Background: an optimization exercise with open tools, aiming at small area, a short achievable clock period and few clock cycles. Do not read the settings as production practice.
Only simulation tests tie the RTL to the original design; equivalence was not proved.
Power and IR drop assume default switching activity.

==> inputs of v24 <==
## pcmux_rx
module pcmux_rx (
    input  wire        clk,
    input  wire        rst,
    input  wire        in_valid,
    input  wire [7:0]  in_data,
    output wire        in_ready,
    input  wire [11:0] cfg_prog_en,
    input  wire [95:0] cfg_prog_code,
    output reg         tel_valid,
    output wire [7:0]  tel_data,
    output reg         evt_valid,
    output wire [7:0]  evt_data,
    output reg         ack
);
    localparam K_VER    = 3'd0;   
    localparam K_SALT   = 3'd1;   
    localparam K_PSTAT  = 3'd2;   
    localparam K_CKSUM  = 3'd3;   
    localparam K_TEL1   = 3'd4;   
    localparam K_EVT1   = 3'd5;   
    localparam K_PBAD   = 3'd6;   
    reg        rdy;
    reg        a_v, b_v;
    reg  [7:0] a_d, b_d;
    assign in_ready = rdy;
    wire take = in_valid & rdy;
    function [5:0] bcls(input [7:0] x);
        bcls = {x == 8'h03, x == 8'h10, x == 8'hFF, x == 8'h02, x == 8'h00, x == 8'hA5};
    endfunction
    reg  [5:0] a_c;
    wire a_03 = a_c[5], a_10 = a_c[4], a_ff = a_c[3], a_02 = a_c[2], a_00 = a_c[1], a_a5 = a_c[0];
    reg  [5:0]  len;         
    reg         typ;         
    reg         bad1;        
    reg  [2:0]  kdec;        
    reg  [7:0]  prev;        
    reg  [15:0] sum;         
    reg  [7:0]  rb4;         
    reg  [8*61-1:0] rbv;     
    reg        act_v, pend_v, q1_v;
    reg  [2:0] akind, pkind, q1kind;
    reg  [15:0] q1dat;
    reg  [3:0] arec;
    reg  [5:0] abp;
    reg  [15:0] adat, pdat;  
    reg        lastrec;      
    wire [7:0] p6 = rbv[8*(9) +: 8];
    wire [7:0] p7 = rbv[8*(10) +: 8];
    reg prog_known;
    integer pi;
    always @(*) begin
        prog_known = 1'b0;
        for (pi = 0; pi < 12; pi = pi + 1)
            if (cfg_prog_en[pi] && cfg_prog_code[pi*8 +: 8] == p7)
                prog_known = 1'b1;
    end
    wire        is_salt = (akind == K_SALT);
    wire [7:0]  mx = is_salt ? adat[15:8] : arec[0] ? rbv[8*(22) +: 8] : rbv[8*(20) +: 8];
  ...
Settings: LEC_CHECK=0, CAP_MARGIN=20, CORE_MARGIN=2, CORE_UTILIZATION=55, CTS_BUF_LIST=sky130_fd_sc_hd__clkbuf_16, CTS_CLUSTER_DIAMETER=60, CTS_CLUSTER_SIZE=20, SLEW_MARGIN=20; clock period 10.0 ns.
standard.sh (not shown) runs the stock make flow with config.mk's settings and CLKGATE_MAP_FILE= SYNTH_SCRIPT=/design/flow/synth_recipe.tcl, a recipe that flattens the netlist after the stock synthesis.
==> flow/flow/run.sh <==
#!/bin/bash
# The standard layout (the standard.sh, standard synthesis), with two
# changes to how it is made:
#  - repair_timing aims at 6.5 ns of setup slack, well inside the period;
#  - the port buffers are plain sky130_fd_sc_hd__buf_2 cells.
# Everything else (SDC, period, floorplan, CTS, routing) is the standard flow.
set -euo pipefail
bash standard.sh SETUP_SLACK_MARGIN=6.5 \
    "BUFFER_PORTS_ARGS=-buffer_cell sky130_fd_sc_hd__buf_2" \
    finish > standard_flow.log 2>&1
==> v38 (differences from v24) <==
--- a/flow/design.v
+++ b/flow/design.v
@@ -64,35 +64,33 @@
                             : {2'd0, mx, 6'd0} + {8'd0, my};
         else if (abp == 6'd1)
             prod <= is_salt ? prod + {7'd0, mx, 1'b0}
                             : prod - {6'd0, mx, 2'd0};
     end
     reg  [7:0] vnext, vbyte;
-    reg  [5:0] vidx;
-    always @(posedge clk) vidx <= abp + 6'd5;
     always @(*) begin
-        case (vidx)
-            6'd5: vnext = rbv[8*(5) +: 8]; 6'd6: vnext = rbv[8*(6) +: 8]; 6'd7: vnext = rbv[8*(7) +: 8];
-            6'd8: vnext = rbv[8*(8) +: 8]; 6'd9: vnext = rbv[8*(9) +: 8]; 6'd10: vnext = rbv[8*(10) +: 8];
-            6'd11: vnext = rbv[8*(11) +: 8]; 6'd12: vnext = rbv[8*(12) +: 8]; 6'd13: vnext = rbv[8*(13) +: 8];
-            6'd14: vnext = rbv[8*(14) +: 8]; 6'd15: vnext = rbv[8*(15) +: 8]; 6'd16: vnext = rbv[8*(16) +: 8];
-            6'd17: vnext = rbv[8*(17) +: 8]; 6'd18: vnext = rbv[8*(18) +: 8]; 6'd19: vnext = rbv[8*(19) +: 8];
-            6'd20: vnext = rbv[8*(20) +: 8]; 6'd21: vnext = rbv[8*(21) +: 8]; 6'd22: vnext = rbv[8*(22) +: 8];
-            6'd23: vnext = rbv[8*(23) +: 8]; 6'd24: vnext = rbv[8*(24) +: 8]; 6'd25: vnext = rbv[8*(25) +: 8];
-            6'd26: vnext = rbv[8*(26) +: 8]; 6'd27: vnext = rbv[8*(27) +: 8]; 6'd28: vnext = rbv[8*(28) +: 8];
-            6'd29: vnext = rbv[8*(29) +: 8]; 6'd30: vnext = rbv[8*(30) +: 8]; 6'd31: vnext = rbv[8*(31) +: 8];
-            6'd32: vnext = rbv[8*(32) +: 8]; 6'd33: vnext = rbv[8*(33) +: 8]; 6'd34: vnext = rbv[8*(34) +: 8];
-            6'd35: vnext = rbv[8*(35) +: 8]; 6'd36: vnext = rbv[8*(36) +: 8]; 6'd37: vnext = rbv[8*(37) +: 8];
-            6'd38: vnext = rbv[8*(38) +: 8]; 6'd39: vnext = rbv[8*(39) +: 8]; 6'd40: vnext = rbv[8*(40) +: 8];
-            6'd41: vnext = rbv[8*(41) +: 8]; 6'd42: vnext = rbv[8*(42) +: 8]; 6'd43: vnext = rbv[8*(43) +: 8];
-            6'd44: vnext = rbv[8*(44) +: 8]; 6'd45: vnext = rbv[8*(45) +: 8]; 6'd46: vnext = rbv[8*(46) +: 8];
-            6'd47: vnext = rbv[8*(47) +: 8]; 6'd48: vnext = rbv[8*(48) +: 8]; 6'd49: vnext = rbv[8*(49) +: 8];
-            6'd50: vnext = rbv[8*(50) +: 8]; 6'd51: vnext = rbv[8*(51) +: 8]; 6'd52: vnext = rbv[8*(52) +: 8];
-            6'd53: vnext = rbv[8*(53) +: 8]; 6'd54: vnext = rbv[8*(54) +: 8]; 6'd55: vnext = rbv[8*(55) +: 8];
-            6'd56: vnext = rbv[8*(56) +: 8]; 6'd57: vnext = rbv[8*(57) +: 8]; 6'd58: vnext = rbv[8*(58) +: 8];
-            6'd59: vnext = rbv[8*(59) +: 8]; 6'd60: vnext = rbv[8*(60) +: 8];
+        case (abp)
+            6'd1: vnext = rbv[8*(5) +: 8]; 6'd2: vnext = rbv[8*(6) +: 8]; 6'd3: vnext = rbv[8*(7) +: 8];
+            6'd4: vnext = rbv[8*(8) +: 8]; 6'd5: vnext = rbv[8*(9) +: 8]; 6'd6: vnext = rbv[8*(10) +: 8];
+            6'd7: vnext = rbv[8*(11) +: 8]; 6'd8: vnext = rbv[8*(12) +: 8]; 6'd9: vnext = rbv[8*(13) +: 8];
+            6'd10: vnext = rbv[8*(14) +: 8]; 6'd11: vnext = rbv[8*(15) +: 8]; 6'd12: vnext = rbv[8*(16) +: 8];
+            6'd13: vnext = rbv[8*(17) +: 8]; 6'd14: vnext = rbv[8*(18) +: 8]; 6'd15: vnext = rbv[8*(19) +: 8];
+            6'd16: vnext = rbv[8*(20) +: 8]; 6'd17: vnext = rbv[8*(21) +: 8]; 6'd18: vnext = rbv[8*(22) +: 8];
+            6'd19: vnext = rbv[8*(23) +: 8]; 6'd20: vnext = rbv[8*(24) +: 8]; 6'd21: vnext = rbv[8*(25) +: 8];
+            6'd22: vnext = rbv[8*(26) +: 8]; 6'd23: vnext = rbv[8*(27) +: 8]; 6'd24: vnext = rbv[8*(28) +: 8];
+            6'd25: vnext = rbv[8*(29) +: 8]; 6'd26: vnext = rbv[8*(30) +: 8]; 6'd27: vnext = rbv[8*(31) +: 8];
+            6'd28: vnext = rbv[8*(32) +: 8]; 6'd29: vnext = rbv[8*(33) +: 8]; 6'd30: vnext = rbv[8*(34) +: 8];
+            6'd31: vnext = rbv[8*(35) +: 8]; 6'd32: vnext = rbv[8*(36) +: 8]; 6'd33: vnext = rbv[8*(37) +: 8];
+            6'd34: vnext = rbv[8*(38) +: 8]; 6'd35: vnext = rbv[8*(39) +: 8]; 6'd36: vnext = rbv[8*(40) +: 8];
+            6'd37: vnext = rbv[8*(41) +: 8]; 6'd38: vnext = rbv[8*(42) +: 8]; 6'd39: vnext = rbv[8*(43) +: 8];
+            6'd40: vnext = rbv[8*(44) +: 8]; 6'd41: vnext = rbv[8*(45) +: 8]; 6'd42: vnext = rbv[8*(46) +: 8];
+            6'd43: vnext = rbv[8*(47) +: 8]; 6'd44: vnext = rbv[8*(48) +: 8]; 6'd45: vnext = rbv[8*(49) +: 8];
+            6'd46: vnext = rbv[8*(50) +: 8]; 6'd47: vnext = rbv[8*(51) +: 8]; 6'd48: vnext = rbv[8*(52) +: 8];
+            6'd49: vnext = rbv[8*(53) +: 8]; 6'd50: vnext = rbv[8*(54) +: 8]; 6'd51: vnext = rbv[8*(55) +: 8];
+            6'd52: vnext = rbv[8*(56) +: 8]; 6'd53: vnext = rbv[8*(57) +: 8]; 6'd54: vnext = rbv[8*(58) +: 8];
+            6'd55: vnext = rbv[8*(59) +: 8]; 6'd56: vnext = rbv[8*(60) +: 8];
             default: vnext = 8'h00;
         endcase
     end
     always @(posedge clk) vbyte <= vnext;
     reg        r_evt;
     reg [7:0]  r_id;
Settings changed: CORE_UTILIZATION 55 to 65.
==> v15 (differences from v24) <==
--- a/flow/design.v
+++ b/flow/design.v
@@ -64,35 +64,33 @@
                             : {2'd0, mx, 6'd0} + {8'd0, my};
         else if (abp == 6'd1)
             prod <= is_salt ? prod + {7'd0, mx, 1'b0}
                             : prod - {6'd0, mx, 2'd0};
     end
     reg  [7:0] vnext, vbyte;
-    reg  [5:0] vidx;
-    always @(posedge clk) vidx <= abp + 6'd5;
     always @(*) begin
-        case (vidx)
-            6'd5: vnext = rbv[8*(5) +: 8]; 6'd6: vnext = rbv[8*(6) +: 8]; 6'd7: vnext = rbv[8*(7) +: 8];
-            6'd8: vnext = rbv[8*(8) +: 8]; 6'd9: vnext = rbv[8*(9) +: 8]; 6'd10: vnext = rbv[8*(10) +: 8];
-            6'd11: vnext = rbv[8*(11) +: 8]; 6'd12: vnext = rbv[8*(12) +: 8]; 6'd13: vnext = rbv[8*(13) +: 8];
-            6'd14: vnext = rbv[8*(14) +: 8]; 6'd15: vnext = rbv[8*(15) +: 8]; 6'd16: vnext = rbv[8*(16) +: 8];
-            6'd17: vnext = rbv[8*(17) +: 8]; 6'd18: vnext = rbv[8*(18) +: 8]; 6'd19: vnext = rbv[8*(19) +: 8];
-            6'd20: vnext = rbv[8*(20) +: 8]; 6'd21: vnext = rbv[8*(21) +: 8]; 6'd22: vnext = rbv[8*(22) +: 8];
-            6'd23: vnext = rbv[8*(23) +: 8]; 6'd24: vnext = rbv[8*(24) +: 8]; 6'd25: vnext = rbv[8*(25) +: 8];
-            6'd26: vnext = rbv[8*(26) +: 8]; 6'd27: vnext = rbv[8*(27) +: 8]; 6'd28: vnext = rbv[8*(28) +: 8];
-            6'd29: vnext = rbv[8*(29) +: 8]; 6'd30: vnext = rbv[8*(30) +: 8]; 6'd31: vnext = rbv[8*(31) +: 8];
-            6'd32: vnext = rbv[8*(32) +: 8]; 6'd33: vnext = rbv[8*(33) +: 8]; 6'd34: vnext = rbv[8*(34) +: 8];
-            6'd35: vnext = rbv[8*(35) +: 8]; 6'd36: vnext = rbv[8*(36) +: 8]; 6'd37: vnext = rbv[8*(37) +: 8];
-            6'd38: vnext = rbv[8*(38) +: 8]; 6'd39: vnext = rbv[8*(39) +: 8]; 6'd40: vnext = rbv[8*(40) +: 8];
-            6'd41: vnext = rbv[8*(41) +: 8]; 6'd42: vnext = rbv[8*(42) +: 8]; 6'd43: vnext = rbv[8*(43) +: 8];
-            6'd44: vnext = rbv[8*(44) +: 8]; 6'd45: vnext = rbv[8*(45) +: 8]; 6'd46: vnext = rbv[8*(46) +: 8];
-            6'd47: vnext = rbv[8*(47) +: 8]; 6'd48: vnext = rbv[8*(48) +: 8]; 6'd49: vnext = rbv[8*(49) +: 8];
-            6'd50: vnext = rbv[8*(50) +: 8]; 6'd51: vnext = rbv[8*(51) +: 8]; 6'd52: vnext = rbv[8*(52) +: 8];
-            6'd53: vnext = rbv[8*(53) +: 8]; 6'd54: vnext = rbv[8*(54) +: 8]; 6'd55: vnext = rbv[8*(55) +: 8];
-            6'd56: vnext = rbv[8*(56) +: 8]; 6'd57: vnext = rbv[8*(57) +: 8]; 6'd58: vnext = rbv[8*(58) +: 8];
-            6'd59: vnext = rbv[8*(59) +: 8]; 6'd60: vnext = rbv[8*(60) +: 8];
+        case (abp)
+            6'd1: vnext = rbv[8*(5) +: 8]; 6'd2: vnext = rbv[8*(6) +: 8]; 6'd3: vnext = rbv[8*(7) +: 8];
+            6'd4: vnext = rbv[8*(8) +: 8]; 6'd5: vnext = rbv[8*(9) +: 8]; 6'd6: vnext = rbv[8*(10) +: 8];
+            6'd7: vnext = rbv[8*(11) +: 8]; 6'd8: vnext = rbv[8*(12) +: 8]; 6'd9: vnext = rbv[8*(13) +: 8];
+            6'd10: vnext = rbv[8*(14) +: 8]; 6'd11: vnext = rbv[8*(15) +: 8]; 6'd12: vnext = rbv[8*(16) +: 8];
+            6'd13: vnext = rbv[8*(17) +: 8]; 6'd14: vnext = rbv[8*(18) +: 8]; 6'd15: vnext = rbv[8*(19) +: 8];
+            6'd16: vnext = rbv[8*(20) +: 8]; 6'd17: vnext = rbv[8*(21) +: 8]; 6'd18: vnext = rbv[8*(22) +: 8];
+            6'd19: vnext = rbv[8*(23) +: 8]; 6'd20: vnext = rbv[8*(24) +: 8]; 6'd21: vnext = rbv[8*(25) +: 8];
+            6'd22: vnext = rbv[8*(26) +: 8]; 6'd23: vnext = rbv[8*(27) +: 8]; 6'd24: vnext = rbv[8*(28) +: 8];
+            6'd25: vnext = rbv[8*(29) +: 8]; 6'd26: vnext = rbv[8*(30) +: 8]; 6'd27: vnext = rbv[8*(31) +: 8];
+            6'd28: vnext = rbv[8*(32) +: 8]; 6'd29: vnext = rbv[8*(33) +: 8]; 6'd30: vnext = rbv[8*(34) +: 8];
+            6'd31: vnext = rbv[8*(35) +: 8]; 6'd32: vnext = rbv[8*(36) +: 8]; 6'd33: vnext = rbv[8*(37) +: 8];
+            6'd34: vnext = rbv[8*(38) +: 8]; 6'd35: vnext = rbv[8*(39) +: 8]; 6'd36: vnext = rbv[8*(40) +: 8];
+            6'd37: vnext = rbv[8*(41) +: 8]; 6'd38: vnext = rbv[8*(42) +: 8]; 6'd39: vnext = rbv[8*(43) +: 8];
+            6'd40: vnext = rbv[8*(44) +: 8]; 6'd41: vnext = rbv[8*(45) +: 8]; 6'd42: vnext = rbv[8*(46) +: 8];
+            6'd43: vnext = rbv[8*(47) +: 8]; 6'd44: vnext = rbv[8*(48) +: 8]; 6'd45: vnext = rbv[8*(49) +: 8];
+            6'd46: vnext = rbv[8*(50) +: 8]; 6'd47: vnext = rbv[8*(51) +: 8]; 6'd48: vnext = rbv[8*(52) +: 8];
+            6'd49: vnext = rbv[8*(53) +: 8]; 6'd50: vnext = rbv[8*(54) +: 8]; 6'd51: vnext = rbv[8*(55) +: 8];
+            6'd52: vnext = rbv[8*(56) +: 8]; 6'd53: vnext = rbv[8*(57) +: 8]; 6'd54: vnext = rbv[8*(58) +: 8];
+            6'd55: vnext = rbv[8*(59) +: 8]; 6'd56: vnext = rbv[8*(60) +: 8];
             default: vnext = 8'h00;
         endcase
     end
     always @(posedge clk) vbyte <= vnext;
     reg        r_evt;
     reg [7:0]  r_id;
==> flow/flow/run.sh (replaced) <==
#!/bin/bash
# The standard layout (the standard.sh, standard synthesis), with two
# changes to how it is made:
#  - repair_timing aims at 6.6 ns of setup slack, well inside the period;
#  - the port buffers are plain sky130_fd_sc_hd__buf_2 cells.
# Everything else (SDC, period, floorplan, CTS, routing) is the standard flow.
set -euo pipefail
bash standard.sh SETUP_SLACK_MARGIN=6.6 \
    "BUFFER_PORTS_ARGS=-buffer_cell sky130_fd_sc_hd__buf_2" \
    finish > standard_flow.log 2>&1
==> summary.txt <==
Between v24 and v15, the lower count of clock-buffer cells in the layout is in v15 (gap 5).
In synthesized cell count, v38 and v15 do not differ.
The lowest via count belongs to v15, the highest to v38.
The lowest clock skew belongs to v38, the highest to v15.
Clock power is about the same in v24 and v15.
The lowest fmax belongs to v38, the highest to v15.
Hold slack, highest first: v15, v38, v24.
The lowest critical path depth belongs to v24, the highest to v15.
The highest final area belongs to v24, the lowest to v38.
Of v24 and v15, v24 has the higher die area (gap 1.1%, measured against v15).
==> figures <==
Run status: v24 timing/DRC/antenna clean; v15 timing/DRC/antenna clean; v38 timing/DRC/antenna clean
Worst Tran Pin Value: v24 1270 ps; v15 1250 ps; v38 1300 ps
Vias per std cell: v24 7.25; v15 7.25; v38 7.80
Number of unique standard cell types used by synthesis: v24 93; v15 89; v38 89
Buffers excl. clock: v24 257; v15 271; v38 258
Seq cells post-synth: v24 642; v15 636; v38 636
Non-clock buffers, area share: v24 5.05%; v15 5.36%; v38 4.96%
Post-Layout Inst Area: v24 36500 um^2; v15 36200 um^2; v38 35500 um^2
Multi-input comb cells: v24 1770; v15 1698; v38 1697
Initial core utilization: v24 55.9%; v15 55.6%; v38 65.7%
Clk power: v24 1.99 mW; v15 1.96 mW; v38 1.85 mW
Switching share of total power: v24 25.4%; v15 24.0%; v38 23.8%
Worst setup slack after placement: v24 5340 ps; v15 5550 ps; v38 5400 ps
Final-layout fill cell count: v24 4278; v15 4377; v38 2987
Number of antenna violations at the first check in global routing: v24 6; v15 8; v38 10
Power of the combinational group: v24 451 uW; v15 375 uW; v38 380 uW
Num sequential: v24 642; v15 636; v38 636
Total instance count after detailed placement: v24 3423; v15 3368; v38 3229
Share of synthesized cell area in and, or, nand and nor gates: v24 12.2%; v15 11.4%; v38 11.4%
Hold Worst Slack: v24 485 ps; v15 535 ps; v38 532 ps
Synthesized area per cell: v24 12.2 um^2; v15 12.3 um^2; v38 12.3 um^2
Testbench counts of v24, summed over its fixed seeds: cycles 50,288.
Testbench counts of v38, summed over its fixed seeds: cycles 50,288.
Testbench counts of v15, summed over its fixed seeds: cycles 50,288.

-- re-timing with driven ports --
Ports are ideal in the flow. The routed layouts listed here were re-timed in OpenROAD.
Step 1, drivers: a clkbuf_16 drives clk and a buf_2 each remaining input, both assumed.
Step 2 moves the port delays by t, midway between the first and last clock arrival at a register: inputs arrive t later, outputs are due t later. That takes back most of the time a late clock gives input paths.
Slacks: no drivers / after step 1 / after step 2; pairs: no drivers / after step 1.
| run | t, ns | slack for setup (ns) | worst setup path at the end | worst slew at a driven data input, ns |
|---|---|---|---|---|
| v24 | 0.678 | 6.449 / 6.449 / 6.041 | input to register | 0.07 |
| v38 | 0.674 | 6.322 / 6.322 / 6.012 | input to register | 0.06 |
| v15 | 0.701 | 6.470 / 6.470 / 6.125 | input to register | 0.05 |
After both steps every run listed still meets setup and hold. The setup slack of v24, which loses most, moves by 0.000 ns with the drivers and by -0.408 ns with both steps.
